This is an optimization exercise on Yosys and OpenROAD, whose aim is small area, not a production implementation. RTL that was checked went through simulation tests only; none was proved equivalent to the original. The RTL of runs 1 and 2 was laid out without a check of its function. Power is estimated from default activity; no workload was simulated.

**flow/run.sh**
```bash
#!/bin/bash
# synth_recipe.tcl (not shown) runs the flow's synth.tcl, then flattens the netlist and writes it again
# the make line also repeats each setting of config.mk as NAME=value (left out here)
make -C /OpenROAD-flow-scripts/flow DESIGN_CONFIG=/design/flow/config.mk WORK_HOME=/design/flow/orfs CLKGATE_MAP_FILE= SYNTH_SCRIPT=/design/flow/synth_recipe.tcl finish
```
**flow/config.mk**
```make
export PLATFORM = sky130hd
export DESIGN_NAME = zz_extract
export DESIGN_NICKNAME = zz_extract
export VERILOG_FILES = /design/flow/design.v
export SDC_FILE = /design/flow/constraint.sdc
export NUM_CORES = 4
export LEC_CHECK = 0
export CAP_MARGIN = 20
export CORE_MARGIN = 2
export CORE_UTILIZATION = 40
export SLEW_MARGIN = 20
```
**flow/constraint.sdc**
```tcl
create_clock -name core_clock -period 8.5 [get_ports {clk}]
set_input_delay 1.7000 -clock core_clock [delete_from_list [all_inputs] [get_ports {clk}]]
set_output_delay 1.7000 -clock core_clock [all_outputs]
set_load 0.01 [all_outputs]
```
**flow/design.v**
```verilog
module zz_extract (
    input  wire        clk,
    input  wire        rst,
    input  wire        reg_valid,
    input  wire        reg_we,
    input  wire [7:0]  reg_addr,
    input  wire [31:0] reg_wdata,
    output wire [31:0] reg_rdata,
    output wire        coef_req,
    output wire [15:0] coef_row,
    output wire [15:0] coef_col,
    input  wire [15:0] coef_rdata,
    output wire        pay_we,
    output wire [31:0] pay_addr,
    output reg  [7:0]  pay_wdata
);
    reg [1:0]  ph;
    wire busy = ph[0];
    wire scan = ph == 2'b01;
    wire done = ph == 2'b10;
    reg [15:0] grid_h, grid_w;
    reg [12:0] by, bx;           
    reg [2:0]  r, c;             
    reg        vq;               
    reg        hok;              
    reg        drain;            
    reg [28:0] cb;
    reg [2:0]  j;
    reg [31:0] len;
    reg [7:1]  acc;              
    reg [5:0]  sel;              
    wire eqy      = (by == grid_h[15:3]);
    wire eqx      = (bx == grid_w[15:3]);
    wire rowok    = !eqy || (r < grid_h[2:0]);
    wire colok    = !eqx || (c < grid_w[2:0]);
    wire rowempty = eqy && (grid_h[2:0] == 3'd0);
    wire colempty = eqx && (grid_w[2:0] == 3'd0);
    wire blk_end  = (r == 3'd7 && c == 3'd7) || rowempty || colempty;
    wire finish   = rowempty ||
                    (blk_end && eqx && (eqy || (colempty && bx == 13'd0)));
    assign coef_req = scan && rowok && colok;
    assign coef_row = {by, r};
    assign coef_col = {bx, c};
    reg [2:0] r_n, c_n;
    always @(*) begin
        r_n = r;
        c_n = c;
        if (!(r[0] ^ c[0])) begin
            if (c == 3'd7)      r_n = r + 3'd1;
            else if (r == 3'd0) c_n = c + 3'd1;
            else begin          r_n = r - 3'd1; c_n = c + 3'd1; end
        end else begin
            if (r == 3'd7)      c_n = c + 3'd1;
            else if (c == 3'd0) r_n = r + 3'd1;
            else begin          r_n = r + 3'd1; c_n = c - 3'd1; end
        end
    end
    wire [12:0] bxi, byi;
    wire [13:0] bxc, byc;
    assign bxc[0] = 1'b1;
    assign byc[0] = 1'b1;
    genvar g;
    generate
        for (g = 0; g < 13; g = g + 1) begin : g_binc
            assign bxi[g]   = bx[g] ^ bxc[g];
            assign bxc[g+1] = bx[g] & bxc[g];
            assign byi[g]   = by[g] ^ byc[g];
            assign byc[g+1] = by[g] & byc[g];
        end
    endgenerate
    wire usable = !((coef_rdata[15:1] == 15'd0) || (&coef_rdata));
    wire bitv   = coef_rdata[0];
    wire take   = vq && usable;
    wire eqlen  = ({3'd0, cb} == len);
    wire full   = drain || eqlen;           
    wire a0 = busy || (sel[4] && j != 3'd0);
    wire a2 = !busy && sel[5] && hok;
    wire [28:0] sum;
    wire [29:0] cy;
    assign sum[0] = cb[0] ^ a0;
    assign cy[1]  = cb[0] & a0;
    assign sum[1] = cb[1] ^ cy[1];
    assign cy[2]  = cb[1] & cy[1];
    assign sum[2] = cb[2] ^ cy[2] ^ a2;
    assign cy[3]  = (cb[2] & cy[2]) | (cb[2] & a2) | (cy[2] & a2);
    generate
        for (g = 3; g < 29; g = g + 1) begin : g_sum
            assign sum[g]  = cb[g] ^ cy[g];
            assign cy[g+1] = cb[g] & cy[g];
        end
    endgenerate
    assign pay_we   = take && hok && !full;
    assign pay_addr = {3'd0, cb};
    integer i;
    always @(*) begin
        pay_wdata[0] = 1'b0;
        for (i = 1; i < 8; i = i + 1)
            pay_wdata[i] = (j > 3'd7 - i) ? acc[i] : 1'b0;
        for (i = 0; i < 8; i = i + 1)
            if (j == 3'd7 - i) pay_wdata[i] = bitv;
    end
    wire host_wr   = reg_valid && reg_we && !busy;
    wire wr_ctrl   = host_wr && reg_addr == 8'h00;
    wire cmd_start = wr_ctrl && reg_wdata[0];
    wire op_init   = wr_ctrl && (reg_wdata[0] || reg_wdata[1]);
    wire a_ok   = reg_addr[7:5] == 3'd0 && reg_addr[1:0] == 2'd0;
    wire a_olen = a_ok && reg_addr[4:2] == 3'd5;
    wire under  = hok && !full;
    wire [8:0] status = {done && !hok, 3'd0, hok, !busy && under,
                         done && !hok, done, busy};
    assign reg_rdata = ({32{sel[0]}} & {23'd0, status})
                     | ({32{sel[1]}} & {16'd0, grid_h})
                     | ({32{sel[2]}} & {16'd0, grid_w})
                     | ({32{sel[3]}} & len)
                     | ({32{sel[4]}} & {3'd0, sum})
                     | ({32{sel[5]}} & {sum, j});
    always @(posedge clk) begin
        sel[0] <= a_ok && reg_addr[4:2] == 3'd1;
        sel[1] <= a_ok && reg_addr[4:2] == 3'd2;
        sel[2] <= a_ok && reg_addr[4:2] == 3'd3;
        sel[3] <= a_ok && reg_addr[4:2] == 3'd4 || a_olen && hok && full;
        sel[4] <= a_olen && under;
        sel[5] <= a_ok && reg_addr[4:2] == 3'd6;
        acc[7 - j] <= bitv;
        vq <= coef_req && !rst;
        if (rst) begin
            ph     <= 2'b00;
            grid_h <= 16'd0;
            grid_w <= 16'd0;
        end else begin
            if (host_wr && reg_addr == 8'h08) grid_h <= reg_wdata[15:0];
            if (host_wr && reg_addr == 8'h0C) grid_w <= reg_wdata[15:0];
            if (op_init)
                ph <= cmd_start ? 2'b01 : 2'b00;
            else if (ph == 2'b11)
                ph <= 2'b10;
            else if (scan && finish)
                ph <= 2'b11;
        end
        if (cmd_start) begin
            by <= 13'd0;
            bx <= 13'd0;
            r  <= 3'd0;
            c  <= 3'd1;
        end else if (scan) begin
            if (blk_end) begin
                r <= 3'd0;
                c <= 3'd1;
                if (eqx) begin
                    bx <= 13'd0;
                    by <= byi;
                end else begin
                    bx <= bxi;
                end
            end else begin
                r <= r_n;
                c <= c_n;
            end
        end
        if (rst || op_init) begin
            hok   <= 1'b0;
            drain <= 1'b0;
            cb    <= 29'd0;
            j     <= 3'd0;
            len   <= 32'd0;
        end else begin
            if (hok && eqlen) drain <= 1'b1;
            if (take) begin
                if (!hok) len <= {len[30:0], bitv};
                if (!hok && cb[1:0] == 2'b11 && j == 3'd7) begin
                    hok <= 1'b1;
                    cb  <= 29'd0;
                    j   <= 3'd0;
                end else begin
                    j <= j + 3'd1;
                    if (j == 3'd7) cb <= sum;
                end
            end
        end
    end
endmodule
```
==> run notes, run 1 <==
Run status:
- The flow ran to the end and the layout has no timing, DRC or antenna violations.

Timing:
- The actual transition at the worst max-transition pin is 1050 ps.
- The worst slack on hold paths is 466 ps.
- Setup total negative slack on the finished layout was measured at 0 ps.
- The worst pin sits at a relative slew slack of 0.300.
- The share of the clock period used by the worst path is 0.964.
- The count of final max-slew check failures came to 0.
- Setup violations remaining at the end of the flow were counted as 0.
- The final hold violation count was 0.
- Clock skew on the completed layout was measured at 9.83 ps.
- The minimum clock period after layout is 8200 ps.
- Static timing analysis puts the maximum clock frequency at 122 MHz.

Die:
- The number of rows in the core area is 52.
- The number of top-level pins is 166.
- The overall die area is 21600 µm².
- The floorplan die width is 147 µm.
- The floorplan step defined a core boundary enclosing 20100 µm².
- The height of the chip is 147 µm.
- The initial cell density of the core is 0.406.

Drt:
- The routed wire length is 23700 µm.
- The remaining design rule violation count is 0.
- The per-cell routed wire length is 17.6 µm.
- Once detail routing completed, the nets flagged for antenna violations numbered 0.
- The first detailed-routing pass took 6 iterations.
- The routed via count divided by cell count is 5.46.
- The vias after detailed routing is 7372.
- The first routing iteration left 599 violations.

Global routing:
- For met1 alone, demand over resource in global routing was 0.300.
- The first global-routing pass estimated 38500 µm of wire.
- The met3 routing resource usage after global routing is 0.0419.
- Summed over all layers, the global routing overflow is 0.
- The via count of the first global-routing pass was 7133.
- The number of antenna violations at the first check in global routing is 0.
- The overall global routing resource usage is 0.223.
- The met2 capacity usage during global routing is 0.365.
- Entering global routing, the biggest net connects 66 pins.
- In this run the most used layer during global routing was met2.

Finish:
- The library cell used most frequently in the layout, excluding fill and tap cells, is sky130_fd_sc_hd__dfxtp_1.
- The number of nets in the layout is 1204.
- The fraction of final layout cells with drive strength greater than 1 is 0.101.
- From synthesis to final layout, the design area changed by 30.2%.
- The final core utilization is 0.528.
- The number of antenna diodes in the final layout is 0.
- In the layout the commonest cells are 143 x sky130_fd_sc_hd__dfxtp_1, 140 x sky130_fd_sc_hd__clkdlybuf4s50_1, 83 x sky130_fd_sc_hd__nand2_1, 77 x sky130_fd_sc_hd__nor2_1, 74 x sky130_fd_sc_hd__nand3_1.

Worst hold path:
- The startpoint of the lowest-slack hold path is acc[6].
- The worst min-delay path category is flip-flop to flip-flop.

Setup path:
- The maximum fanout along the worst path is 2.
- The most critical setup path has its startpoint at j[0].
- The master of the slowest instance on the critical path is sky130_fd_sc_hd__dfxtp_2.
- The reg2reg setup slack is 2420 ps.
- STA puts the critical path data arrival time at 6500 ps.
- The worst stage delay on the critical path is 320 ps.
- The kind of end point of the critical path is an output port.
- The critical path in this run is classified as flip-flop to output port.
- By instance count, the cell type seen most on the critical path is sky130_fd_sc_hd__ha_2.
- The launch point of the worst reg-to-reg path is j[0].
- The sort of element at the start of the critical path is a flip-flop.
- STA puts the critical path data required time at 6800 ps.

Run:
- Across the run, the number of max-cap violations was 0.

CTS:
- The tree is rooted in a sky130_fd_sc_hd__clkbuf_16.
- The clock net sink count is 146.
- TritonCTS built the clock tree.
- The later pin in the worst-skew pair is clocked with a latency of 430 ps.
- The depth of the CTS H-tree is 4.
- The clock passes through at most 2 buffers.
- TritonCTS created 17 clock buffers.
- Clock-pin slew was measured on the worst setup and hold paths at 60 ps.
- The number of hold buffers added after CTS was 0.

Pwr:
- In this run the static leakage power is 4.19 nW.
- The power density relative to cell area is 149 nW/µm².
- The maximum ir drop on the vdd rail is 0.139 mV.

Logic synthesis:
- The fraction of the yosys area taken by sequential cells is 0.358.
- After technology mapping, the gate count stands at 934.
- A synthesized cell averages 8.73 µm².
- For this run, the number of Yosys warnings is 1.
- In this run the cell area of the synthesized design comes to 8160 µm².
- Synthesis inferred 146 register bits.
- The async set-reset flop share out of synthesis is 0.
- The synthesized design contains 0 enable-type register cells.
- Among all flip-flop cells after synthesis, the most frequent one is sky130_fd_sc_hd__dfxtp_1.
- Yosys mapped the design onto 57 distinct sky130hd cell types.

Placement:
- The number of buffer cells added on primary ports is 146.
- The congestion estimate from routability-driven global placement came to 0.834.
- Detailed placement finished with a half-perimeter wire length of 17400 µm.
-- per-stage QoR --
stage | power (W) | cell area, µm² | setup WS (ps) | std cells
floorplan | 0.000806 | 8160 | 342 | 936
detailed placement | 0.000874 | 9880 | -221 | 1314
global placement | 0.000872 | 9880 | -138 | 1314
finish | 0.00158 | 10600 | 304 | 1350
CTS | 0.00160 | 10500 | 5.06 | 1349
global route | 0.00164 | 10600 | -14.5 | 1350
-- registers in the layout (all words and copies together), names as in the netlist, 2 cells and up --
signal	cells
r	3
cb	29
grid_w	16
ph	2
c	3
len	32
sel	6
by	13
grid_h	16
bx	13
j	3
acc	7
-- Yosys cell counts (20+ instances only) --
cell	count	area, µm²
sky130_fd_sc_hd__dfxtp_1	146	2920
sky130_fd_sc_hd__nand2_1	84	315
sky130_fd_sc_hd__nor2_1	77	289
sky130_fd_sc_hd__ha_1	76	951
sky130_fd_sc_hd__nand3_1	74	370
sky130_fd_sc_hd__a21oi_1	65	325
sky130_fd_sc_hd__mux2i_1	51	510
sky130_fd_sc_hd__xnor2_1	44	385
sky130_fd_sc_hd__inv_1	39	146
sky130_fd_sc_hd__clkbuf_1	35	131
sky130_fd_sc_hd__a222oi_1	27	270
sky130_fd_sc_hd__o21ai_0	26	130
sky130_fd_sc_hd__a22oi_1	20	150
-- layer usage --
metal  vias to the layer above  part of all wire
li1                       3628                 -
met1                      3480              0.46
met2                       229              0.48
met3                        35             0.049
met4                         0             0.016
met5                         -                 0
-- layout make-up --
class / count / area (µm²)
fill: 1935 / 9480
clock inverter: 9 / 80.1
inverter: 39 / 146
tap: 270 / 338
timing repair buffer: 173 / 1660
multi-input combinational: 690 / 4980
clock buffer: 23 / 488
sequential: 146 / 2930
-- power by group --
group | switching (W) | leakage, nW | internal (W)
clock | 0.000290 | 0.283 | 0.000432
sequential | 0.0000214 | 1.18 | 0.000698
combinational | 0.0000643 | 2.72 | 0.0000739
total | 0.000376 | 4.19 | 0.00120
-- critical path: cells and delay by family (launching register included) --
family,cells,cell delay (ps)
DFF,1,320
adders and majority gates,29,4660
xor gates and xnor gates,1,140
buffers and inverters,5,370
and+or+nand+nor,1,50
AOI/OAI and AO/OA,2,480
-- kinds of logic (layout without fill, tap and decap cells) --
kind of cell             Yosys count  after routing  synth area share
AO/OA/AOI/OAI                    183            183             0.152
XOR/XNOR                          60             60            0.0644
adder cells (fa/ha/maj)           77             77             0.119
buffers and inverters            100            244            0.0512
flip-flops                       146            146             0.358
multiplexers                      55             55            0.0681
other                              1              3          0.000460
AND/OR/NAND/NOR                  312            312             0.186
-- repair_timing --
| item | 4_1_cts | 5_1_grt |
|---|---|---|
| pin swaps | 5 | 5 |
| gates resized for setup | 32 | 22 |
| cloned | 0 | 0 |
| endpoints found under the setup margin | 8 | 8 |
| setup buffers | 3 | 1 |
-- worst paths after layout --
check / depth (start not counted) / to
worst max-delay path: 38 / reg_rdata[28]
worst min-delay path: 2 / acc[6]
worst max register to register: 39 / cb[28]
worst min register to register: 2 / acc[6]
==> inputs of run 2 (changes only) <==
--- a/flow/design.v
+++ b/flow/design.v
@@ -77,5 +77,5 @@
     wire a2 = !busy && sel[5] && hok;
     wire [28:0] sum;
-    wire [29:0] cy;
+    wire [3:0]  cy;
     assign sum[0] = cb[0] ^ a0;
     assign cy[1]  = cb[0] & a0;
@@ -84,8 +84,18 @@
     assign sum[2] = cb[2] ^ cy[2] ^ a2;
     assign cy[3]  = (cb[2] & cy[2]) | (cb[2] & a2) | (cy[2] & a2);
+    wire [7:0] gc;                       
+    assign gc[0] = cy[3];
     generate
+        for (g = 0; g < 7; g = g + 1) begin : g_grp
+            if (g < 6) begin : g_skip
+                assign gc[g+1] = gc[g] & (&cb[4*g+6:4*g+3]);
+            end
+        end
         for (g = 3; g < 29; g = g + 1) begin : g_sum
-            assign sum[g]  = cb[g] ^ cy[g];
-            assign cy[g+1] = cb[g] & cy[g];
+            if ((g - 3) % 4 == 0) begin : g_first
+                assign sum[g] = cb[g] ^ gc[(g - 3) / 4];
+            end else begin : g_rest
+                assign sum[g] = cb[g] ^ (gc[(g - 3) / 4] & (&cb[g-1:g-1-((g-3)%4)]));
+            end
         end
     endgenerate
==> flow/flow/run.sh (new file) <==
#!/bin/bash
# Layout flow: the standard ORFS flow (standard synthesis unchanged),
# with two placement/CTS choices made through ORFS's own variables:
#  - port buffers use the smallest buffer cell (buf_1) instead of the
#    default clkdlybuf4s50_1; every input and output port is still buffered;
#  - clock tree built from clkbuf_4 cells, without dummy load cells.
# The full output of the flow goes to flow_standard.log in the work folder;
# ORFS keeps per-step logs under orfs/logs.
set -euo pipefail
export BUFFER_PORTS_ARGS="-buffer_cell sky130_fd_sc_hd__buf_1"
export CTS_ARGS="-sink_clustering_enable -repair_clock_nets -buf_list {sky130_fd_sc_hd__clkbuf_4 sky130_fd_sc_hd__clkbuf_8} -dont_use_dummy_load"
bash standard.sh > flow_standard.log 2>&1
==> flow/standard.sh (new file) <==
#!/bin/bash
# synth_recipe.tcl (not shown) runs the flow's synth.tcl, then flattens the netlist and writes it again
# the make line also repeats each setting of config.mk as NAME=value (left out here)
make -C /OpenROAD-flow-scripts/flow DESIGN_CONFIG=/design/flow/config.mk WORK_HOME=/design/flow/orfs CLKGATE_MAP_FILE= SYNTH_SCRIPT=/design/flow/synth_recipe.tcl "${@:-finish}"
--- a/flow/config.mk
+++ b/flow/config.mk
@@ -9,3 +9,4 @@
 export CORE_MARGIN = 2
 export CORE_UTILIZATION = 40
+export CTS_BUF_LIST = sky130_fd_sc_hd__clkbuf_4
 export SLEW_MARGIN = 20
removed: flow/run.sh
==> run notes, run 2 <==
Timing:
- The share of the clock period used by the worst path is 0.714 (-0.250).
- The final setup TNS came to 0 ps (unchanged).
- The actual transition at the worst max-transition pin is 1020 ps (-25.2 ps).
- The final worst clock skew is 19.0 ps (+9.18 ps).
- Setup repair after global routing left no endpoint under its margin.
- The count of final max-slew check failures is 0 (unchanged).
- The count of endpoints failing setup in the final report is 0 (unchanged).
- The final hold violation count is 0 (unchanged).
- The achievable clock frequency is 165 MHz (+35%).
- The minimum clock period after layout is 6070 ps (-2120 ps).
- The worst slew margin relative to its limit is 0.316 (+0.0160).

Global routing:
- The first-pass GRT wire length is 38800 µm (+0.68%).
- The overall global routing resource usage is 0.219 (-0.00432).
- The via count of the first global-routing pass is 7262 (+1.8%).
- The total grt overflow is 0 (unchanged).
- The number of antenna violations at the first check in global routing is 1 (+1).
- The pin count of the biggest net entering global routing is 69 (+4.5%).

Logic synthesis:
- The synthesized-area fraction occupied by ao, oa, aoi and oai cells came to 0.152 (+0.000176).
- The most used flip-flop cell after synthesis is sky130_fd_sc_hd__dfxtp_1.
- The post-synthesis instance total is 991 (+6.1%).
- The number of distinct standard cells referenced by the synthesized netlist is 69 (+21%).
- The xor and xnor fraction of the mapped netlist area was 0.0875 (+0.0231).
- The leading area contributor after synthesis is sky130_fd_sc_hd__dfxtp_1.
- The top-area cell type share of the netlist area is 0.344 (-0.0148).
- The mean area per synthesized cell is 8.59 µm² (-1.7%).
- By area, the combinational part of the netlist is dominated by simple AND/OR/NAND/NOR gates.
- The number of flops mapped to enable cells by yosys is 0 (unchanged).
- The number of warnings issued by yosys is 1 (unchanged).
- The adder and majority gate portion of the synthesized area is 0.0774 (-0.0417).
- The share of synthesized area spent on multiplexers is 0.0771 (+0.00895).
- By area the synthesized netlist is led by sky130_fd_sc_hd__dfxtp_1 34%, sky130_fd_sc_hd__ha_1 7.5%, sky130_fd_sc_hd__mux2i_1 7.2%.
- The cell area after technology mapping was 8510 µm² (+4.3%).
- The number of synthesized register bits is 146 (unchanged).
- The fraction of the yosys area taken by sequential cells is 0.344 (-0.0148).
- In the post-synthesis netlist, the cell with the most instances is sky130_fd_sc_hd__dfxtp_1.
- Counting instances in the post-synthesis netlist gives the leading cell types as 146 x sky130_fd_sc_hd__dfxtp_1, 116 x sky130_fd_sc_hd__nand2_1, 90 x sky130_fd_sc_hd__nor2_1.
- The async set-reset flop share out of synthesis was 0 (unchanged).
- The simple logic cell fraction of the synthesized area is 0.211 (+0.0247).

Pwr:
- The maximum ir drop on the vdd rail is 0.0776 mV (-44%).
- The net switching power is 0.000287 W (-24%).
- The power density relative to cell area is 125 nW/µm² (-16%).
- The switching share of power is 0.243 (+0.00533).
- The clock network fraction of total power came to 0.351 (-0.106).
- The leakage power figure was 3.92 nW (-6.3%).
- The combinational group share of total power was 0.059 (-0.029).
- The sequential cell fraction of total power is 0.591 (+0.135).
- The internal power came to 0.000894 W (-26%).

Finish:
- The flip-flop count of the largest register after layout is 32 (unchanged).
- The fraction of final layout cells with drive strength greater than 1 is 0.0417 (-0.0592).
- The library cells used most frequently in the layout, excluding fill and tap cells, are 146 x sky130_fd_sc_hd__buf_1, 145 x sky130_fd_sc_hd__dfxtp_1, 116 x sky130_fd_sc_hd__nand2_1, 89 x sky130_fd_sc_hd__nor2_1, 61 x sky130_fd_sc_hd__mux2i_1.
- The number of inserted diodes came to 0 (unchanged).
- Ranked by flip-flop count, first place goes to len.
- In the final layout, the registers with the most flip-flops are len (32), cb (29).
- The number of nets in the layout is 1216 (+1.0%).
- The final core utilization came to 0.451 (-0.0774).
- The count of filler cells inserted in the layout is 2198 (+14%).
- The most common cell after layout, fill and taps aside is sky130_fd_sc_hd__buf_1.
- Relative to the synthesized area, the layout overhead comes to 11.0%.

CTS:
- The number of CTS-inserted buffers is 17 (unchanged).
- The clock latency on the worst-skew pair is 450 ps (+20 ps).
- The tree is rooted in a sky130_fd_sc_hd__clkbuf_8.
- The depth of the CTS H-tree came to 4 (unchanged).
- The clock net sink count came to 146 (unchanged).
- The post-CTS repair timing setup buffer count was 0 (-3).
- TritonCTS built the clock tree.
- The cts-stage hold buffer count came to 0 (unchanged).
- The post-CTS resize count is 0 (-100%).
- The clock transition time at the flip-flop clock pins of the worst setup and hold paths was 80 ps (+20 ps).
- The maximum root-to-sink buffer count is 2 (unchanged).

Worst hold path:
- The startpoint of the lowest-slack hold path is acc[6].
- The path class of the tightest hold or removal check is flip-flop to flip-flop.

Drt:
- The routed wire length was 24400 µm (+2.8%).
- The remaining design rule violation count is 0 (unchanged).
- The per-cell routed wire length is 17.7 µm (+0.83%).
- The routed via count divided by cell count is 5.53 (+1.2%).
- The post-route antenna net violation count came to 0 (unchanged).
- The number of iterations in the first detailed-routing pass is 8 (+2).
- The vias after detailed routing was 7608 (+3.2%).
- The initial detailed-routing violation count is 513 (-14%).

Die:
- The overall die area came to 22500 µm² (+4.2%).
- The height of the chip came to 150 µm (+2.1%).
- The initial cell density of the core is 0.406 (about the same).
- The floorplan die width is 150 µm (+2.1%).
- The core footprint is 21000 µm² (+4.2%).
- The number of top-level pins is 166 (unchanged).
- The number of rows in the core area came to 53 (+1.9%).

Setup path:
- The data arrival time of the worst path is 4370 ps (-2130 ps).
- The worst setup path is captured at an output port.
- The maximum fanout along the worst path is 13 (+11).
- In this run the worst setup path begins at j[0].
- Among cell families on the critical path, the largest total delay comes from simple AND/OR/NAND/NOR gates.
- The buffers plus inverters on the worst setup path was 2 (-3).
- The critical path is of the flip-flop to output port type.
- The required time reported for the critical path endpoint is 6800 ps (about the same).
- The master of the slowest instance on the critical path is sky130_fd_sc_hd__nor4_4.
- The worst stage delay on the critical path is 660 ps (+340 ps).
- The sort of element at the start of the critical path is a flip-flop.
- The most frequent cell on the critical path is sky130_fd_sc_hd__ha_1.
- The launch point of the worst reg-to-reg path is j[0].
- The signal on the critical path passes through inv_1 -> ha_1 -> nand2_1 -> a21o_1 -> ha_1 -> ha_1 -> fa_1 -> and4_4 -> nand3_4 -> nor4_4 -> nand2_1 -> xnor2_1 -> a221o_1 -> buf_1.

Run:
- The count of max-cap constraint violations was 0 (unchanged).

Placement:
- The number of buffer cells added on primary ports came to 146 (unchanged).
- The global placement routability congestion is 0.870 (+4.4%).
- The detailed placement HPWL is 18300 µm (+5.2%).

Run status:
- The flow ran to the end and the layout has no timing, DRC or antenna violations.
-- run 2: cells by family after synthesis --
group / after synthesis
buf+inv: 97
flops: 146
mux: 65
other cells: 1
compound gates: 187
simple gates: 358
xor+xnor: 85
fa+ha+maj: 52
-- run 2: final cells by class --
| cell class | instances | area (µm²) | share of cell area |
|---|---|---|---|
| multi-input cells | 750 | 5180 | 0.548 |
| flip-flops and latches | 146 | 2920 | 0.309 |
| repair buffers | 156 | 643 | 0.0681 |
| well taps | 275 | 344 | 0.0364 |
| clock buffers | 17 | 234 | 0.0248 |
| inverters | 33 | 124 | 0.0131 |
-- run 2: routing by layer --
layer	vias up	wire [µm]	global-route usage
met1	3641	11300	0.289
met5	-	13	0
met3	28	1290	0.0503
li1	3746	-	-
met2	191	11400	0.361
met4	2	355	0.0557
-- run 2: final timing paths --
kind	to	slack, ps	cells after the start
setup reg to reg	cb[27]	4610	13
setup / recovery	reg_rdata[25]	2430	14
hold / removal	acc[6]	470	1
hold reg to reg	acc[6]	470	1
-- run 2: power groups by stage --
stage                     Sequential (W)  Clock (W)  Combinational (W)
after floorplan                 0.000714          0          0.0000452
final                           0.000698   0.000414          0.0000691
after global routing            0.000698   0.000450          0.0000791
after CTS                       0.000698   0.000425          0.0000699
after detailed placement        0.000713          0          0.0000696
after global placement          0.000713          0          0.0000682
-- run 2: metrics by stage --
stage | setup WS [ps] | hold slack (ps) | power (W) | cell area (µm²) | instances
after floorplan | 3570 | 436 | 0.000759 | 8520 | 993
after global placement | 2910 | 455 | 0.000781 | 9190 | 1359
after detailed placement | 2940 | 458 | 0.000783 | 9210 | 1360
after CTS | 2420 | 474 | 0.00119 | 9450 | 1377
after global routing | 2070 | 495 | 0.00123 | 9450 | 1377
final | 2430 | 473 | 0.00118 | 9450 | 1377
==> inputs of run 3 (changes only) <==
--- a/flow/design.v
+++ b/flow/design.v
@@ -84,17 +84,13 @@
     assign sum[2] = cb[2] ^ cy[2] ^ a2;
     assign cy[3]  = (cb[2] & cy[2]) | (cb[2] & a2) | (cy[2] & a2);
-    wire [7:0] gc;                       
-    assign gc[0] = cy[3];
+    wire [29:3] cr;
+    assign cr[3] = cy[3];
     generate
-        for (g = 0; g < 7; g = g + 1) begin : g_grp
-            if (g < 6) begin : g_skip
-                assign gc[g+1] = gc[g] & (&cb[4*g+6:4*g+3]);
-            end
-        end
         for (g = 3; g < 29; g = g + 1) begin : g_sum
-            if ((g - 3) % 4 == 0) begin : g_first
-                assign sum[g] = cb[g] ^ gc[(g - 3) / 4];
-            end else begin : g_rest
-                assign sum[g] = cb[g] ^ (gc[(g - 3) / 4] & (&cb[g-1:g-1-((g-3)%4)]));
+            assign sum[g] = cb[g] ^ cr[g];
+            if (g == 15) begin : g_skip
+                assign cr[16] = cy[3] & (&cb[15:3]);
+            end else begin : g_rip
+                assign cr[g+1] = cb[g] & cr[g];
             end
         end
@@ -148,22 +144,20 @@
                 ph <= 2'b11;
         end
-        if (cmd_start) begin
+        if (!scan || blk_end) begin
+            r <= 3'd0;
+            c <= 3'd1;
+        end else begin
+            r <= r_n;
+            c <= c_n;
+        end
+        if (!scan) begin
             by <= 13'd0;
             bx <= 13'd0;
-            r  <= 3'd0;
-            c  <= 3'd1;
-        end else if (scan) begin
-            if (blk_end) begin
-                r <= 3'd0;
-                c <= 3'd1;
-                if (eqx) begin
-                    bx <= 13'd0;
-                    by <= byi;
-                end else begin
-                    bx <= bxi;
-                end
+        end else if (blk_end) begin
+            if (eqx) begin
+                bx <= 13'd0;
+                by <= byi;
             end else begin
-                r <= r_n;
-                c <= c_n;
+                bx <= bxi;
             end
         end
--- a/flow/flow/run.sh
+++ b/flow/flow/run.sh
@@ -9,4 +9,4 @@
 set -euo pipefail
 export BUFFER_PORTS_ARGS="-buffer_cell sky130_fd_sc_hd__buf_1"
-export CTS_ARGS="-sink_clustering_enable -repair_clock_nets -buf_list {sky130_fd_sc_hd__clkbuf_4 sky130_fd_sc_hd__clkbuf_8} -dont_use_dummy_load"
+export CTS_ARGS="-sink_clustering_enable -repair_clock_nets -buf_list sky130_fd_sc_hd__clkbuf_8 -sink_clustering_size 24 -sink_clustering_max_diameter 80 -dont_use_dummy_load"
 bash standard.sh > flow_standard.log 2>&1
--- a/flow/config.mk
+++ b/flow/config.mk
@@ -9,4 +9,4 @@
 export CORE_MARGIN = 2
 export CORE_UTILIZATION = 40
-export CTS_BUF_LIST = sky130_fd_sc_hd__clkbuf_4
+export CTS_BUF_LIST = sky130_fd_sc_hd__clkbuf_8
 export SLEW_MARGIN = 20
==> run notes, run 3 <==
Timing:
- Setup repair after global routing left no endpoint under its margin.
- The achievable clock frequency was 140 MHz (-15%).
- The count of final max-slew check failures is 0 (unchanged).
- The final worst clock skew came to 26.2 ps (+7.15 ps).
- The post-layout worst setup margin is 1370 ps (-1050 ps).
- The final setup TNS came to 0 ps (unchanged).
- The count of endpoints failing setup in the final report came to 0 (unchanged).
- The share of the clock period used by the worst path is 0.838 (+0.124).
- The worst slew margin relative to its limit is 0.362 (+0.0458).
- The minimum clock period after layout is 7130 ps (+1050 ps).
- The final hold violation count is 0 (unchanged).
- The actual transition at the worst max-transition pin was 958 ps (-65.0 ps).

CTS:
- The post-CTS repair timing setup buffer count is 0 (unchanged).
- The clock net sink count is 146 (unchanged).
- The number of CTS-inserted buffers is 17 (unchanged).
- The cts-stage hold buffer count is 0 (unchanged).
- The clock latency on the worst-skew pair came to 450 ps (about the same).
- The clock transition time at the flip-flop clock pins of the worst setup and hold paths was 70 ps (about the same).
- The post-CTS resize count was 0 (unchanged).
- The tree is rooted in a sky130_fd_sc_hd__clkbuf_8.
- TritonCTS built the clock tree.
- The maximum root-to-sink buffer count came to 2 (unchanged).
- The depth of the CTS H-tree is 4 (unchanged).

Logic synthesis:
- The top-area cell type share of the netlist area was 0.357 (+0.0138).
- The prevailing post-synth register cell is sky130_fd_sc_hd__dfxtp_1.
- The leading area contributor after synthesis is sky130_fd_sc_hd__dfxtp_1.
- The number of flops mapped to enable cells by yosys is 0 (unchanged).
- The number of warnings issued by yosys is 1 (unchanged).
- The fraction of the yosys area taken by sequential cells came to 0.357 (+0.0138).
- After synthesis, the largest family of logic cells by area is simple AND/OR/NAND/NOR gates.
- By area the synthesized netlist is led by sky130_fd_sc_hd__dfxtp_1 36%, sky130_fd_sc_hd__ha_1 11%, sky130_fd_sc_hd__mux2i_1 6.2%.
- The cell area after technology mapping came to 8180 µm² (-3.9%).
- The share of synthesized area spent on multiplexers is 0.0679 (-0.00915).
- The xor and xnor fraction of the mapped netlist area came to 0.0632 (-0.0243).
- By count the netlist is led by 146 x sky130_fd_sc_hd__dfxtp_1, 97 x sky130_fd_sc_hd__nand2_1, 83 x sky130_fd_sc_hd__nor2_1.
- The number of distinct standard cells referenced by the synthesized netlist is 57 (-17%).
- The post-synthesis instance total is 945 (-4.6%).
- The simple logic cell fraction of the synthesized area is 0.190 (-0.0209).
- The synthesized-area fraction occupied by ao, oa, aoi and oai cells is 0.149 (-0.00337).
- The number of synthesized register bits is 146 (unchanged).
- The cell with the most instances after synthesis is sky130_fd_sc_hd__dfxtp_1.
- The async set-reset flop share out of synthesis is 0 (unchanged).
- The mean area per synthesized cell came to 8.66 µm² (+0.83%).
- The adder and majority gate portion of the synthesized area is 0.116 (+0.0383).

Setup path:
- On the critical path the largest part of the delay comes from adder cells.
- The data arrival time of the worst path came to 5430 ps (+1060 ps).
- The required time reported for the critical path endpoint was 6800 ps (about the same).
- The worst stage delay on the critical path is 630 ps (-30 ps).
- The sort of element at the start of the critical path is a flip-flop.
- The class of the most critical setup path is flip-flop to output port.
- The buffers plus inverters on the worst setup path is 5 (+3).
- The kind of end point of the critical path is an output port.
- The master of the slowest instance on the critical path is sky130_fd_sc_hd__dfxtp_1.
- The most frequent cell on the critical path is sky130_fd_sc_hd__ha_1.
- The maximum fanout along the worst path is 14 (+1).

Finish:
- Leaving out fill and tap cells, the most frequent cells in the layout are 146 x sky130_fd_sc_hd__buf_1, 145 x sky130_fd_sc_hd__dfxtp_1, 96 x sky130_fd_sc_hd__nand2_1, 83 x sky130_fd_sc_hd__nor2_1, 79 x sky130_fd_sc_hd__a21oi_1.
- The count of filler cells inserted in the layout is 2113 (-3.9%).
- The most common cell after layout, fill and taps aside is sky130_fd_sc_hd__buf_1.
- The register with the most flip-flops is len.
- The fraction of final layout cells with drive strength greater than 1 came to 0.0388 (-0.00295).
- The flip-flop count of the largest register after layout was 32 (unchanged).
- The number of inserted diodes was 0 (unchanged).
- The number of cells in the finished layout apart from fillers was 1327 (-3.6%).
- The number of nets in the layout is 1194 (-1.8%).
- The largest registers in the layout are len (32), cb (29).
- The layout overhead on the synthesized area is 10.8%.

Global routing:
- The via count of the first global-routing pass is 6906 (-4.9%).
- The first-pass GRT wire length came to 37400 µm (-3.4%).
- The total grt overflow came to 0 (unchanged).
- The overall global routing resource usage is 0.215 (-0.00344).
- The number of antenna violations at the first check in global routing came to 0 (-1).
- The pin count of the biggest net entering global routing was 67 (-2.9%).

Die:
- The overall die area is 21600 µm² (-3.8%).
- The number of top-level pins came to 166 (unchanged).
- The height of the chip is 147 µm (-1.9%).
- The number of rows in the core area was 52 (-1.9%).
- The core footprint was 20200 µm² (-3.7%).
- The floorplan die width is 147 µm (-1.9%).
- The initial cell density of the core is 0.406 (-0.000435).

Drt:
- The routed wire length on met3 is 1500 µm (+16%).
- The total length of routed met2 wires is 10700 µm (-6.4%).
- The number of iterations in the first detailed-routing pass is 8 (unchanged).
- The per-cell routed wire length is 17.5 µm (-1.2%).
- The highest signal layer in the routed design is met4.
- The initial detailed-routing violation count is 555 (+8.2%).
- The wire length on met1 is 10600 µm (-5.8%).
- The vias after detailed routing is 7264 (-4.5%).
- The post-route antenna net violation count is 0 (unchanged).
- The routed wire length came to 23200 µm (-4.8%).
- The routed via count divided by cell count is 5.47 (-0.92%).
- The remaining design rule violation count was 0 (unchanged).

Run status:
- The flow ran to the end and the layout has no timing, DRC or antenna violations.

Worst hold path:
- The path class of the tightest hold or removal check is flip-flop to flip-flop.

Pwr:
- The maximum ir drop on the vdd rail is 0.0823 mV (+6.0%).
- The power density relative to cell area is 124 nW/µm² (-1.1%).
- The leakage power figure was 3.60 nW (-8.3%).

Placement:
- The number of buffer cells added on primary ports is 146 (unchanged).
- The pre-CTS worst setup slack is 1850 ps (-1090 ps).
- The detailed placement HPWL is 16800 µm (-8.2%).
- The global placement routability congestion is 0.839 (-3.6%).
- The total instance count after detailed placement is 1308 (-3.8%).

Run:
- The count of max-cap constraint violations is 0 (unchanged).
-- run 3: cell types whose count changed after synthesis, sizes merged, moves of 12 or more --
cell   previous run  this run
a21oi            52        79
buf              33        21
nand3            34        63
ha               51        74
nand2           118        97
xor2             40        17
a22o             29         8
-- run 3: cell type report --
cell class	count	area, µm²	area share
tap	270	338	0.0373
sequential	146	2920	0.323
timing repair buffer	154	612	0.0675
inverter	37	139	0.0153
multi-input combinational	703	4820	0.532
clock buffer	17	234	0.0258
-- run 3: final timing paths --
kind / startpoint / endpoint / slack [ps] / depth (start not counted)
max: j[0] / reg_rdata[27] / 1370 / 26
min reg2reg: acc[7] / acc[7] / 480 / 1
max reg2reg: j[0] / cb[28] / 3640 / 26
min: acc[7] / acc[7] / 480 / 1
-- run 3: metal layers --
metal	global-route usage	vias to the layer above
met4	0.0572	0
li1	-	3591
met1	0.299	3393
met3	0.0419	26
met2	0.344	254
met5	0	-
-- run 3: kinds of logic after synthesis --
family,Yosys count
AO/OA/AOI/OAI,186
XOR/XNOR,59
adder cells (fa/ha/maj),75
buffers and inverters,98
flip-flops,146
multiplexers,55
other,1
AND/OR/NAND/NOR,325
-- run 3: stage by stage --
step / instance area, µm² / util / total power (W) / hold WS [ps]
final: 9060 / 0.449 / 0.00112 / 476
after detailed placement: 8810 / 0.437 / 0.000729 / 456
after global placement: 8810 / 0.437 / 0.000729 / 464
after floorplan: 8190 / - / 0.000716 / 436
after global routing: 9060 / 0.449 / 0.00116 / 505
after CTS: 9040 / 0.448 / 0.00113 / 479
-- run 3: power by group --
part           internal [W]   total, W  switching, W
registers          0.000685   0.000685   0.000000804
clock network      0.000176   0.000407      0.000230
logic            0.00000859  0.0000282     0.0000196
total              0.000869    0.00112      0.000251
==> inputs of run 4 (changes only) <==
--- a/flow/flow/run.sh
+++ b/flow/flow/run.sh
@@ -9,4 +9,4 @@
 set -euo pipefail
 export BUFFER_PORTS_ARGS="-buffer_cell sky130_fd_sc_hd__buf_1"
-export CTS_ARGS="-sink_clustering_enable -repair_clock_nets -buf_list sky130_fd_sc_hd__clkbuf_8 -sink_clustering_size 24 -sink_clustering_max_diameter 80 -dont_use_dummy_load"
+export CTS_ARGS="-sink_clustering_enable -repair_clock_nets -buf_list sky130_fd_sc_hd__clkbuf_4 -sink_buffer_max_cap_derate 0.6 -dont_use_dummy_load"
 bash standard.sh > flow_standard.log 2>&1
--- a/flow/config.mk
+++ b/flow/config.mk
@@ -9,4 +9,4 @@
 export CORE_MARGIN = 2
 export CORE_UTILIZATION = 40
-export CTS_BUF_LIST = sky130_fd_sc_hd__clkbuf_8
+export CTS_BUF_LIST = sky130_fd_sc_hd__clkbuf_4
 export SLEW_MARGIN = 20
==> run notes, run 4 <==
Die:
- The number of rows in the core area was 52 (unchanged).
- The height of the chip is 147 µm (unchanged).
- The initial cell density of the core was 0.406 (unchanged).
- The core footprint came to 20200 µm² (unchanged).
- The number of top-level pins is 166 (unchanged).
- The floorplan die width is 147 µm (unchanged).
- The overall die area is 21600 µm² (unchanged).

Drt:
- The routed via count divided by cell count is 5.49 (+0.34%).
- The number of iterations in the first detailed-routing pass came to 9 (+1).
- The routed wire length is 23100 µm (-0.58%).
- The initial detailed-routing violation count is 569 (+2.5%).
- The vias after detailed routing is 7289 (+0.34%).
- The per-cell routed wire length is 17.4 µm (-0.58%).
- The remaining design rule violation count was 0 (unchanged).
- The post-route antenna net violation count was 0 (unchanged).

Finish:
- The number of nets in the layout is 1194 (unchanged).
- The count of filler cells inserted in the layout is 2122 (+0.43%).
- The flip-flop count of the largest register after layout is 32 (unchanged).
- The fraction of final layout cells with drive strength greater than 1 is 0.0388 (unchanged).
- The top cell types in the final layout, fill and taps aside, are 146 x sky130_fd_sc_hd__buf_1, 145 x sky130_fd_sc_hd__dfxtp_1, 96 x sky130_fd_sc_hd__nand2_1, 83 x sky130_fd_sc_hd__nor2_1, 79 x sky130_fd_sc_hd__a21oi_1.
- The number of inserted diodes came to 0 (unchanged).
- len holds more flip-flops than any other register.
- The area growth from synthesis to layout is 9.51%.
- The largest registers in the layout are len (32), cb (29).
- The final instance area is 8960 µm² (-1.2%).
- The most common cell after layout, fill and taps aside is sky130_fd_sc_hd__buf_1.

CTS:
- The maximum root-to-sink buffer count is 2 (unchanged).
- The TritonCTS clock tree is yes.
- The clock transition time at the flip-flop clock pins of the worst setup and hold paths is 110 ps (+40 ps).
- The number of CTS-inserted buffers is 17 (unchanged).
- The clock latency on the worst-skew pair is 540 ps (+90 ps).
- The clock net sink count is 146 (unchanged).
- The depth of the CTS H-tree is 4 (unchanged).
- The cts-stage hold buffer count came to 0 (unchanged).
- Clock tree synthesis selected as its root buffer the cell sky130_fd_sc_hd__clkbuf_4.
- The post-CTS resize count was 0 (unchanged).
- The post-CTS repair timing setup buffer count is 0 (unchanged).

Timing:
- Setup repair after global routing left no endpoint under its margin.
- The minimum clock period after layout came to 7220 ps (+89.0 ps).
- The worst slew margin relative to its limit is 0.364 (+0.00248).
- The achievable clock frequency is 139 MHz (-1.2%).
- The count of endpoints failing setup in the final report was 0 (unchanged).
- The actual transition at the worst max-transition pin is 954 ps (-3.72 ps).
- The final setup TNS is 0 ps (unchanged).
- The post-layout worst setup margin is 1280 ps (-89.0 ps).
- The share of the clock period used by the worst path is 0.849 (+0.0105).
- The final hold violation count is 0 (unchanged).
- The final worst clock skew came to 39.4 ps (+13.2 ps).
- The count of final max-slew check failures came to 0 (unchanged).

Placement:
- The number of buffer cells added on primary ports came to 146 (unchanged).
- The detailed placement HPWL is 16800 µm (unchanged).
- The post-detailed-placement cell area came to 8810 µm² (unchanged).
- The global placement routability congestion was 0.839 (unchanged).
- The pre-CTS worst setup slack is 1850 ps (unchanged).

Setup path:
- The data arrival time of the worst path came to 5520 ps (+90 ps).
- The maximum fanout along the worst path is 14 (unchanged).
- The worst setup path is of the flip-flop to output port kind.
- The worst setup path is launched from a flip-flop.
- The kind of end point of the critical path is an output port.
- The required time reported for the critical path endpoint came to 6800 ps (about the same).

Logic synthesis:
- After synthesis, the most frequently instantiated cells are 146 x sky130_fd_sc_hd__dfxtp_1, 97 x sky130_fd_sc_hd__nand2_1, 83 x sky130_fd_sc_hd__nor2_1.
- The prevailing post-synth register cell is sky130_fd_sc_hd__dfxtp_1.
- The cell area after technology mapping was 8180 µm² (unchanged).
- The post-synthesis instance total is 945 (unchanged).
- Ranked by total cell area, the synthesized netlist is headed by sky130_fd_sc_hd__dfxtp_1 36%, sky130_fd_sc_hd__ha_1 11%, sky130_fd_sc_hd__mux2i_1 6.2%.
- The mean area per synthesized cell was 8.66 µm² (unchanged).
- The leading area contributor after synthesis is sky130_fd_sc_hd__dfxtp_1.
- The top-area cell type share of the netlist area was 0.357 (unchanged).
- The async set-reset flop share out of synthesis is 0 (unchanged).
- The number of synthesized register bits was 146 (unchanged).
- The cell with the most instances after synthesis is sky130_fd_sc_hd__dfxtp_1.
- The number of flops mapped to enable cells by yosys is 0 (unchanged).
- The fraction of the yosys area taken by sequential cells was 0.357 (unchanged).
- The number of warnings issued by yosys is 1 (unchanged).
- The number of distinct standard cells referenced by the synthesized netlist is 57 (unchanged).

Worst hold path:
- The worst min-delay path category is flip-flop to flip-flop.

Pwr:
- The leakage power figure was 3.55 nW (-1.2%).
- The power density relative to cell area was 114 nW/µm² (-7.6%).
- The maximum ir drop on the vdd rail came to 0.0570 mV (-31%).

Global routing:
- The via count of the first global-routing pass came to 6877 (-0.42%).
- The pin count of the biggest net entering global routing is 67 (unchanged).
- The number of antenna violations at the first check in global routing came to 0 (unchanged).
- The overall global routing resource usage is 0.214 (-0.00104).
- The total grt overflow is 0 (unchanged).
- The first-pass GRT wire length came to 37300 µm (-0.39%).

Run status:
- The run finished with no timing, DRC or antenna violations.

Run:
- The count of max-cap constraint violations is 0 (unchanged).
-- run 4: cell types whose count changed in the layout (fill, tap and decap cells not counted), sizes merged --
| cell | change |
|---|---|
| buf | +1 |
| clkbuf | -1 |
-- run 4: cells by family after synthesis --
| family | share of synthesized area |
|---|---|
| flops | 0.357 |
| simple gates | 0.190 |
| buf+inv | 0.0566 |
| mux | 0.0679 |
| compound gates | 0.149 |
| other cells | 0.000458 |
| xor+xnor | 0.0632 |
| fa+ha+maj | 0.116 |
-- run 4: final timing paths --
path	start	endpoint	slack (ps)	cells past startpoint
setup / recovery	j[0]	reg_rdata[27]	1280	26
hold / removal	acc[7]	acc[7]	480	1
setup reg to reg	j[0]	cb[28]	3620	26
hold reg to reg	acc[7]	acc[7]	480	1
-- run 4: per-layer routing --
metal  track usage  up-vias  routed length, µm
li1              -     3595                  -
met1         0.298     3421              10700
met2         0.340      241              10500
met3        0.0460       32               1450
met4        0.0543        0                470
met5             0        -                  0
-- run 4: power by group --
group          internal [W]  switching (W)  total (W)
sequential         0.000685    0.000000809   0.000685
clock             0.0000915       0.000218   0.000309
combinational    0.00000859      0.0000197  0.0000283
-- run 4: cell type report --
class	instances	area (µm²)	area share
clock buffer	17	128	0.0142
sequential	146	2920	0.326
multi-input combinational	703	4820	0.538
inverter	37	139	0.0155
tap	270	338	0.0377
timing repair buffer	154	612	0.0683
-- run 4: per-stage QoR --
stage | hold slack (ps) | instances | util | power, W
after CTS | 488 | 1325 | 0.443 | 0.00103
after floorplan | 436 | 947 | - | 0.000716
after global placement | 464 | 1308 | 0.437 | 0.000729
after detailed placement | 456 | 1308 | 0.437 | 0.000729
final | 484 | 1327 | 0.444 | 0.00102
after global routing | 514 | 1327 | 0.444 | 0.00107
-- run 4: critical path, cell delays in order, from the launching register on --
cell,delay (ps)
sky130_fd_sc_hd__dfxtp_1,650
sky130_fd_sc_hd__inv_1,170
sky130_fd_sc_hd__ha_1,270
sky130_fd_sc_hd__nand2_1,110
sky130_fd_sc_hd__a21o_1,120
sky130_fd_sc_hd__ha_1,140
sky130_fd_sc_hd__ha_1,140
sky130_fd_sc_hd__inv_1,50
sky130_fd_sc_hd__fa_1,370
sky130_fd_sc_hd__inv_1,100
sky130_fd_sc_hd__nand4_1,110
sky130_fd_sc_hd__nor4_1,330
sky130_fd_sc_hd__ha_1,210
sky130_fd_sc_hd__ha_1,140
sky130_fd_sc_hd__ha_1,140
sky130_fd_sc_hd__ha_1,150
sky130_fd_sc_hd__ha_1,150
sky130_fd_sc_hd__ha_1,140
sky130_fd_sc_hd__ha_1,140
sky130_fd_sc_hd__ha_1,140
sky130_fd_sc_hd__ha_1,140
sky130_fd_sc_hd__ha_1,140
sky130_fd_sc_hd__ha_1,150
sky130_fd_sc_hd__ha_1,250
sky130_fd_sc_hd__a222oi_1,310
sky130_fd_sc_hd__inv_1,80
sky130_fd_sc_hd__buf_1,130
==> inputs of run 5 (changes only) <==
--- a/flow/design.v
+++ b/flow/design.v
@@ -102,5 +102,5 @@
         pay_wdata[0] = 1'b0;
         for (i = 1; i < 8; i = i + 1)
-            pay_wdata[i] = (j > 3'd7 - i) ? acc[i] : 1'b0;
+            pay_wdata[i] = acc[i];
         for (i = 0; i < 8; i = i + 1)
             if (j == 3'd7 - i) pay_wdata[i] = bitv;
@@ -128,5 +128,8 @@
         sel[4] <= a_olen && under;
         sel[5] <= a_ok && reg_addr[4:2] == 3'd6;
-        acc[7 - j] <= bitv;
+        if (take && (j == 3'd7 || !hok))
+            acc <= 7'd0;
+        else
+            acc[7 - j] <= bitv;
         vq <= coef_req && !rst;
         if (rst) begin
==> run notes, run 5 <==
CTS:
- The depth of the CTS H-tree is 4 (unchanged).
- In this run the clock root is driven by a sky130_fd_sc_hd__clkbuf_4.
- The cts-stage hold buffer count is 0 (unchanged).
- The maximum root-to-sink buffer count is 2 (unchanged).
- The clock latency on the worst-skew pair came to 560 ps (+20 ps).
- The number of CTS-inserted buffers is 17 (unchanged).
- The post-CTS resize count is 0 (unchanged).
- The post-CTS repair timing setup buffer count is 0 (unchanged).
- The TritonCTS clock tree is yes.
- The clock net sink count is 146 (unchanged).
- The clock transition time at the flip-flop clock pins of the worst setup and hold paths came to 110 ps (about the same).

Die:
- The initial cell density of the core was 0.412 (+0.00599).
- The height of the chip is 146 µm (-0.70%).
- The overall die area came to 21300 µm² (-1.4%).
- The number of rows in the core area came to 51 (-1.9%).
- The floorplan die width was 146 µm (-0.70%).
- The number of top-level pins was 166 (unchanged).
- The core footprint is 19600 µm² (-2.9%).

Finish:
- The layout overhead on the synthesized area is 10.1%.
- In the layout the commonest cells are 146 x sky130_fd_sc_hd__dfxtp_1, 146 x sky130_fd_sc_hd__buf_1, 95 x sky130_fd_sc_hd__nor2_1, 74 x sky130_fd_sc_hd__mux2i_1, 71 x sky130_fd_sc_hd__ha_1.
- The fraction of final layout cells with drive strength greater than 1 was 0.0396 (+0.000776).
- In the final layout, the registers with the most flip-flops are len (32), cb (29).
- The final instance area was 8870 µm² (-0.94%).
- The final core utilization is 0.453 (+0.00886).
- The number of nets in the layout came to 1145 (-4.1%).
- Ranked by flip-flop count, first place goes to len.
- The flip-flop count of the largest register after layout was 32 (unchanged).

Worst hold path:
- The number of cells on the worst hold path is 2 (+1).
- The worst min-delay path category is flip-flop to flip-flop.
- The path with the worst hold slack has its endpoint at drain.
- The worst hold path begins at drain.

Timing:
- The final hold violation count is 0 (unchanged).
- The final worst clock skew is 33.1 ps (-6.34 ps).
- The worst slack on hold paths is 501 ps (+16.8 ps).
- The worst slew margin relative to its limit came to 0.281 (-0.0833).
- The share of the clock period used by the worst path came to 0.856 (+0.00668).
- The achievable clock frequency is 137 MHz (-0.78%).
- Setup repair after global routing left no endpoint under its margin.
- The count of endpoints failing setup in the final report was 0 (unchanged).
- The final setup TNS is 0 ps (unchanged).
- The actual transition at the worst max-transition pin is 1080 ps (+122 ps).
- The minimum clock period after layout came to 7270 ps (+56.8 ps).
- The count of final max-slew check failures is 0 (unchanged).

Drt:
- The initial detailed-routing violation count is 602 (+5.8%).
- The remaining design rule violation count is 0 (unchanged).
- The vias after detailed routing is 6953 (-4.6%).
- The number of iterations in the first detailed-routing pass was 6 (-3).
- The per-cell routed wire length is 17.6 µm (+1.3%).
- The routed via count divided by cell count is 5.44 (-0.95%).
- The routed wire length is 22500 µm (-2.5%).
- The post-route antenna net violation count is 0 (unchanged).

Pwr:
- The leakage power figure is 3.66 nW (+3.0%).
- The overall power of the completed layout came to 0.00102 W (about the same).
- The maximum ir drop on the vdd rail was 0.0723 mV (+27%).
- The power density relative to cell area is 115 nW/µm² (+0.90%).

Setup path:
- The maximum fanout along the worst path is 11 (-3).
- The endpoint identified for the worst register-to-register timing path is cb[28].
- The data arrival time of the worst path came to 5570 ps (+50 ps).
- The worst setup path is launched from a flip-flop.
- The worst-case reg-to-reg path depth is 26 (unchanged).
- The reg2reg setup slack is 3690 ps (+70 ps).
- The kind of end point of the critical path is an output port.
- The required time reported for the critical path endpoint is 6800 ps (about the same).
- The class of the most critical setup path is flip-flop to output port.
- The launch point of the worst reg-to-reg path is j[0].

Logic synthesis:
- The number of synthesized register bits came to 146 (unchanged).
- The post-synthesis instance total is 898 (-5.0%).
- The cell area after technology mapping is 8060 µm² (-1.4%).
- The mean area per synthesized cell is 8.98 µm² (+3.7%).
- The top-area cell type share of the netlist area is 0.363 (+0.00521).
- The async set-reset flop share out of synthesis is 0 (unchanged).
- sky130_fd_sc_hd__dfxtp_1 takes more of the synthesized area than any other cell.
- Sorting the synthesized cells by how often they occur yields 146 x sky130_fd_sc_hd__dfxtp_1, 95 x sky130_fd_sc_hd__nor2_1, 74 x sky130_fd_sc_hd__mux2i_1.
- The prevailing post-synth register cell is sky130_fd_sc_hd__dfxtp_1.
- Sorting the synthesized cells by area gives the leading types as sky130_fd_sc_hd__dfxtp_1 36%, sky130_fd_sc_hd__ha_1 11%, sky130_fd_sc_hd__mux2i_1 9.2%.
- The number of flops mapped to enable cells by yosys is 0 (unchanged).
- The number of warnings issued by yosys is 1 (unchanged).
- By instance count, the leading cell after synthesis is sky130_fd_sc_hd__dfxtp_1.
- The fraction of the yosys area taken by sequential cells is 0.363 (+0.00521).
- The number of distinct standard cells referenced by the synthesized netlist came to 52 (-8.8%).

Placement:
- The detailed placement HPWL was 16500 µm (-1.6%).
- The global placement routability congestion is 0.816 (-2.8%).
- The post-detailed-placement cell area is 8730 µm² (-0.82%).
- The number of buffer cells added on primary ports is 146 (unchanged).

Global routing:
- The number of antenna violations at the first check in global routing is 2 (+2).
- The first-pass GRT wire length is 36300 µm (-2.6%).
- The total grt overflow is 0 (unchanged).
- The overall global routing resource usage came to 0.211 (-0.00305).
- The pin count of the biggest net entering global routing was 68 (+1.5%).
- The via count of the first global-routing pass is 6675 (-2.9%).

Run status:
- The flow ran to the end and the layout has no timing, DRC or antenna violations.

Run:
- The count of max-cap constraint violations is 0 (unchanged).
==> run 5: changes by cell type after synthesis, sizes merged, moves of 8 or more <==
cell,before,now
nor2,83,95
mux2i,51,74
a21oi,79,53
xnor2,42,52
o21ai,28,20
xor2,17,9
nand2,97,53
==> run 5: area by class of cell <==
cell class                 instances  area (µm²)
sequential                       146        2920
tap                              265         332
multi-input combinational        661        4750
inverter                          32         120
clock buffer                      17         128
timing repair buffer             155         616
antenna                            2        5.00
fill                            1992       10700
==> run 5: per-layer routing <==
metal / share of wire / vias to the layer above / track usage
li1: - / 3469 / -
met1: 0.46 / 3275 / 0.289
met2: 0.46 / 195 / 0.339
met3: 0.068 / 14 / 0.0536
met4: 0.0070 / 0 / 0.0432
met5: 0 / - / 0
==> run 5: logic make-up after synthesis <==
| group | share of synthesized area |
|---|---|
| and+or+nand+nor | 0.172 |
| AOI/OAI and AO/OA | 0.135 |
| DFF | 0.363 |
| buffers and inverters | 0.0514 |
| muxes | 0.0989 |
| adders and majority gates | 0.113 |
| xor gates and xnor gates | 0.0663 |
| other | 0.000465 |
==> run 5: worst max path at each step <==
stage / startpoint / endpoint / cells after the start
floorplan: j[0] / reg_rdata[28] / 27
global placement: j[0] / reg_rdata[28] / 27
detailed placement: j[0] / reg_rdata[28] / 27
CTS: j[1] / reg_rdata[28] / 27
global route: j[0] / reg_rdata[28] / 27
finish: j[0] / reg_rdata[28] / 27
==> run 5: through the flow <==
step                      setup WS, ps  std cells
after floorplan                   2430        900
after global placement            1890       1259
after detailed placement          1800       1259
after CTS                         1190       1276
after global routing               830       1277
final                             1230       1278
==> run 5: worst max-delay path, cell delays in order, from the launching register on <==
cell and delay, ps:
sky130_fd_sc_hd__dfxtp_1 580, sky130_fd_sc_hd__inv_1 160, sky130_fd_sc_hd__ha_1 240, sky130_fd_sc_hd__nand2_1 100
sky130_fd_sc_hd__a21o_1 120, sky130_fd_sc_hd__ha_1 140, sky130_fd_sc_hd__ha_1 140, sky130_fd_sc_hd__inv_1 50
sky130_fd_sc_hd__fa_1 370, sky130_fd_sc_hd__inv_1 100, sky130_fd_sc_hd__nand4_1 100, sky130_fd_sc_hd__nor4_1 370
sky130_fd_sc_hd__ha_1 230, sky130_fd_sc_hd__ha_1 140, sky130_fd_sc_hd__ha_1 140, sky130_fd_sc_hd__ha_1 130
sky130_fd_sc_hd__ha_1 150, sky130_fd_sc_hd__ha_1 140, sky130_fd_sc_hd__ha_1 150, sky130_fd_sc_hd__ha_1 150
sky130_fd_sc_hd__ha_1 150, sky130_fd_sc_hd__ha_1 160, sky130_fd_sc_hd__ha_1 150, sky130_fd_sc_hd__ha_1 210
sky130_fd_sc_hd__xor2_1 100, sky130_fd_sc_hd__a222oi_1 340, sky130_fd_sc_hd__inv_1 70, sky130_fd_sc_hd__buf_1 130
==> run 5: report_power, final <==
part | switching, W | internal, W
Sequential | 0.000000934 | 0.000685
Clock | 0.000214 | 0.0000913
Combinational | 0.0000207 | 0.0000100
==> inputs of run 6 (changes only) <==
--- a/flow/config.mk
+++ b/flow/config.mk
@@ -10,3 +10,4 @@
 export CORE_UTILIZATION = 40
 export CTS_BUF_LIST = sky130_fd_sc_hd__clkbuf_4
+export PLACE_DENSITY = 0.85
 export SLEW_MARGIN = 20
==> run notes, run 6 <==
CTS:
- The post-CTS repair timing setup buffer count came to 0 (unchanged).
- The post-CTS resize count was 0 (unchanged).
- The clock transition time at the flip-flop clock pins of the worst setup and hold paths is 110 ps (about the same).
- TritonCTS built the clock tree.
- The clock net sink count is 146 (unchanged).
- The cell at the root of the clock tree is sky130_fd_sc_hd__clkbuf_4.
- The cts-stage hold buffer count came to 0 (unchanged).
- The depth of the CTS H-tree is 4 (unchanged).
- The maximum root-to-sink buffer count is 2 (unchanged).
- The clock latency on the worst-skew pair is 560 ps (about the same).
- The number of CTS-inserted buffers is 17 (unchanged).

Finish:
- The final instance area came to 8860 µm² (-0.20%).
- The number of nets in the layout was 1143 (-0.17%).
- The number of inserted diodes came to 0 (-2).
- The largest registers in the layout are len (32), cb (29).
- The flip-flop count of the largest register after layout came to 32 (unchanged).
- The most common cell after layout, fill and taps aside is sky130_fd_sc_hd__buf_1.
- Counting flops per register, the top entry is len.
- The fraction of final layout cells with drive strength greater than 1 came to 0.0387 (-0.000913).
- In the layout the commonest cells are 146 x sky130_fd_sc_hd__buf_1, 145 x sky130_fd_sc_hd__dfxtp_1, 95 x sky130_fd_sc_hd__nor2_1, 74 x sky130_fd_sc_hd__mux2i_1, 71 x sky130_fd_sc_hd__ha_1.
- Relative to the synthesized area, the layout overhead comes to 9.85%.

Drt:
- The number of iterations in the first detailed-routing pass is 8 (+2).
- The post-route antenna net violation count was 0 (unchanged).
- The initial detailed-routing violation count was 766 (+27%).
- The routed wire length is 22300 µm (-0.83%).
- The vias after detailed routing was 7369 (+6.0%).
- The routed via count divided by cell count is 5.78 (+6.3%).
- The per-cell routed wire length is 17.5 µm (-0.52%).
- The remaining design rule violation count came to 0 (unchanged).

Timing:
- The minimum clock period after layout is 7160 ps (-111 ps).
- Setup repair after global routing left no endpoint under its margin.
- The final worst clock skew is 25.9 ps (-7.20 ps).
- The count of final max-slew check failures was 0 (unchanged).
- The share of the clock period used by the worst path came to 0.843 (-0.0131).
- The final setup TNS is 0 ps (unchanged).
- The actual transition at the worst max-transition pin is 1070 ps (-9.66 ps).
- The final hold violation count is 0 (unchanged).
- The count of endpoints failing setup in the final report is 0 (unchanged).
- The worst slack on hold paths is 508 ps (+6.96 ps).
- The worst slew margin relative to its limit is 0.288 (+0.00688).
- The post-layout worst setup margin is 1340 ps (+111 ps).
- The achievable clock frequency is 140 MHz (+1.6%).

Global routing:
- The met1 track demand over resource in global routing is 0.287 (-0.00158).
- The via count of the first global-routing pass is 6831 (+2.3%).
- The met3 routing resource usage after global routing is 0.0483 (-0.00533).
- The global routing stage identified its most utilized layer as met2.
- The overall global routing resource usage came to 0.208 (-0.00337).
- The pin count of the biggest net entering global routing was 68 (unchanged).
- The number of antenna violations at the first check in global routing is 0 (-2).
- The total grt overflow is 0 (unchanged).
- The met2 capacity usage during global routing came to 0.332 (-0.00731).
- The first-pass GRT wire length came to 36000 µm (-0.87%).

Setup path:
- The most frequent cell on the critical path is sky130_fd_sc_hd__ha_1.
- The kind of end point of the critical path is an output port.
- The capturing point of the worst reg2reg path is cb[28].
- The master of the slowest instance on the critical path is sky130_fd_sc_hd__dfxtp_1.
- By startpoint and endpoint, the worst setup path is classified as flip-flop to output port.
- The worst stage delay on the critical path is 600 ps (+20 ps).
- The reg2reg setup slack was 3780 ps (+90 ps).
- In this run the critical register-to-register path is launched from j[1].
- The data arrival time of the worst path is 5460 ps (-110 ps).
- The worst-case reg-to-reg path depth is 26 (unchanged).
- The sort of element at the start of the critical path is a flip-flop.
- The required time reported for the critical path endpoint was 6800 ps (about the same).
- The maximum fanout along the worst path was 11 (unchanged).

Logic synthesis:
- The fraction of the yosys area taken by sequential cells is 0.363 (unchanged).
- The cell area after technology mapping is 8060 µm² (unchanged).
- The commonest cells after synthesis are 146 x sky130_fd_sc_hd__dfxtp_1, 95 x sky130_fd_sc_hd__nor2_1, 74 x sky130_fd_sc_hd__mux2i_1.
- The number of synthesized register bits was 146 (unchanged).
- Summed over all instances, the cell type with the most area after synthesis is sky130_fd_sc_hd__dfxtp_1.
- The mean area per synthesized cell is 8.98 µm² (unchanged).
- The cell with the most instances after synthesis is sky130_fd_sc_hd__dfxtp_1.
- The number of flops mapped to enable cells by yosys is 0 (unchanged).
- The number of distinct standard cells referenced by the synthesized netlist is 52 (unchanged).
- The prevailing post-synth register cell is sky130_fd_sc_hd__dfxtp_1.
- The top-area cell type share of the netlist area is 0.363 (unchanged).
- Yosys attributes the largest share of cell area to sky130_fd_sc_hd__dfxtp_1 36%, sky130_fd_sc_hd__ha_1 11%, sky130_fd_sc_hd__mux2i_1 9.2%.
- The number of warnings issued by yosys is 1 (unchanged).
- The post-synthesis instance total is 898 (unchanged).
- The async set-reset flop share out of synthesis is 0 (unchanged).

Placement:
- The global placement routability congestion is 0.884 (+8.3%).
- The number of buffer cells added on primary ports is 146 (unchanged).
- The pre-CTS worst setup slack is 1970 ps (+168 ps).
- The detailed placement HPWL was 16800 µm (+1.7%).
- The post-detailed-placement cell area came to 8720 µm² (-0.17%).

Worst hold path:
- The worst hold endpoint is drain.
- The worst min-delay path category is flip-flop to flip-flop.
- The startpoint of the lowest-slack hold path is drain.
- The number of cells on the worst hold path is 2 (unchanged).

Run:
- The count of max-cap constraint violations is 0 (unchanged).

Run status:
- The flow ran to the end and the layout has no timing, DRC or antenna violations.

Pwr:
- The leakage power figure was 3.65 nW (-0.31%).
- The overall power of the completed layout is 0.00103 W (+0.25%).
- The power density relative to cell area is 116 nW/µm² (+0.45%).
- The maximum ir drop on the vdd rail is 0.0679 mV (-6.1%).

Die:
- The floorplan die width is 146 µm (unchanged).
- The number of rows in the core area is 51 (unchanged).
- The core footprint is 19600 µm² (unchanged).
- The number of top-level pins is 166 (unchanged).
- The initial cell density of the core was 0.412 (unchanged).
- The overall die area was 21300 µm² (unchanged).
- The height of the chip was 146 µm (unchanged).
[run 6: cell types whose count changed in the layout (fill, tap and decap cells not counted), sizes merged]
cell and delta:
buf -2, diode -2
[run 6: logic make-up after synthesis]
| family | after synthesis | share of synthesized area |
|---|---|---|
| AO/OA/AOI/OAI | 158 | 0.135 |
| multiplexers | 79 | 0.0989 |
| other | 1 | 0.000465 |
| AND/OR/NAND/NOR | 288 | 0.172 |
| XOR/XNOR | 61 | 0.0663 |
| buffers and inverters | 93 | 0.0514 |
| adder cells (fa/ha/maj) | 72 | 0.113 |
| flip-flops | 146 | 0.363 |
[run 6: per-layer routing]
metal / share of wire / routed length, µm / vias to the layer above
li1: - / - / 3460
met1: 0.43 / 9620 / 3482
met2: 0.45 / 10100 / 402
met3: 0.10 / 2320 / 25
met4: 0.013 / 292 / 0
met5: 0 / 0 / -
[run 6: final cells by class]
class                   count  area, µm²
clock buffers              17        128
fillers                  1894      10700
multi-input cells         661       4750
repair buffers            153        601
flip-flops and latches    146       2920
inverters                  32        120
well taps                 265        332
[run 6: how the worst max path moves through the flow]
| stage | from | endpoint |
|---|---|---|
| finish | j[1] | reg_rdata[28] |
| CTS | j[0] | reg_rdata[28] |
| floorplan | j[0] | reg_rdata[28] |
| detailed placement | j[0] | reg_rdata[28] |
| global placement | j[0] | reg_rdata[28] |
| global route | j[0] | reg_rdata[28] |
[run 6: power breakdown]
part	internal, W	switching [W]
Combinational	0.0000100	0.0000211
Clock	0.0000913	0.000216
Sequential	0.000685	0.00000125
[run 6: worst max-delay path, delay by kind of cell, from the launching register on]
family                     cells  cell delay, ps
adders and majority gates     16            2710
DFF                            1             600
and+or+nand+nor                3             550
buffers and inverters          5             500
AOI/OAI and AO/OA              2             450
xor gates and xnor gates       1             100
[run 6: metrics by stage]
step | cells | util
3_3_place_gp | 1257 | 0.445
5_1_grt | 1274 | 0.452
6_report | 1274 | 0.452
4_1_cts | 1274 | 0.452
2_1_floorplan | 900 | -
3_5_place_dp | 1257 | 0.445

==> what the ideal ports hide <==
In the flow no input, the clock included, has a driving cell. The finished layouts below were timed again as built, in two steps.
Step 1 (the two cells are an assumption about what drives the block):
set clk [get_ports {clk}]
set_driving_cell -lib_cell sky130_fd_sc_hd__clkbuf_16 $clk
set_driving_cell -lib_cell sky130_fd_sc_hd__buf_2 [delete_from_list [all_inputs] $clk]
Step 2 moves the port delays by t, midway between the first and last clock arrival at a register: inputs arrive t later, outputs are due t later. That takes back most of the time a late clock gives input paths.
Slacks: ideal ports / drivers / drivers and shift; pairs: ideal ports / drivers.
run | t (ns) | setup WS [ns] | worst setup path at the end
run 1 | 0.465 | 0.304 / 0.263 / 0.727 | register to output
run 2 | 0.481 | 2.427 / 2.386 / 2.868 | register to output
run 3 | 0.477 | 1.373 / 1.333 / 1.810 | register to output
run 4 | 0.558 | 1.284 / 1.247 / 1.805 | register to output
run 5 | 0.577 | 1.227 / 1.190 / 1.766 | register to output
run 6 | 0.573 | 1.339 / 1.304 / 1.877 | register to output
After both steps setup and hold are still met in every run listed.
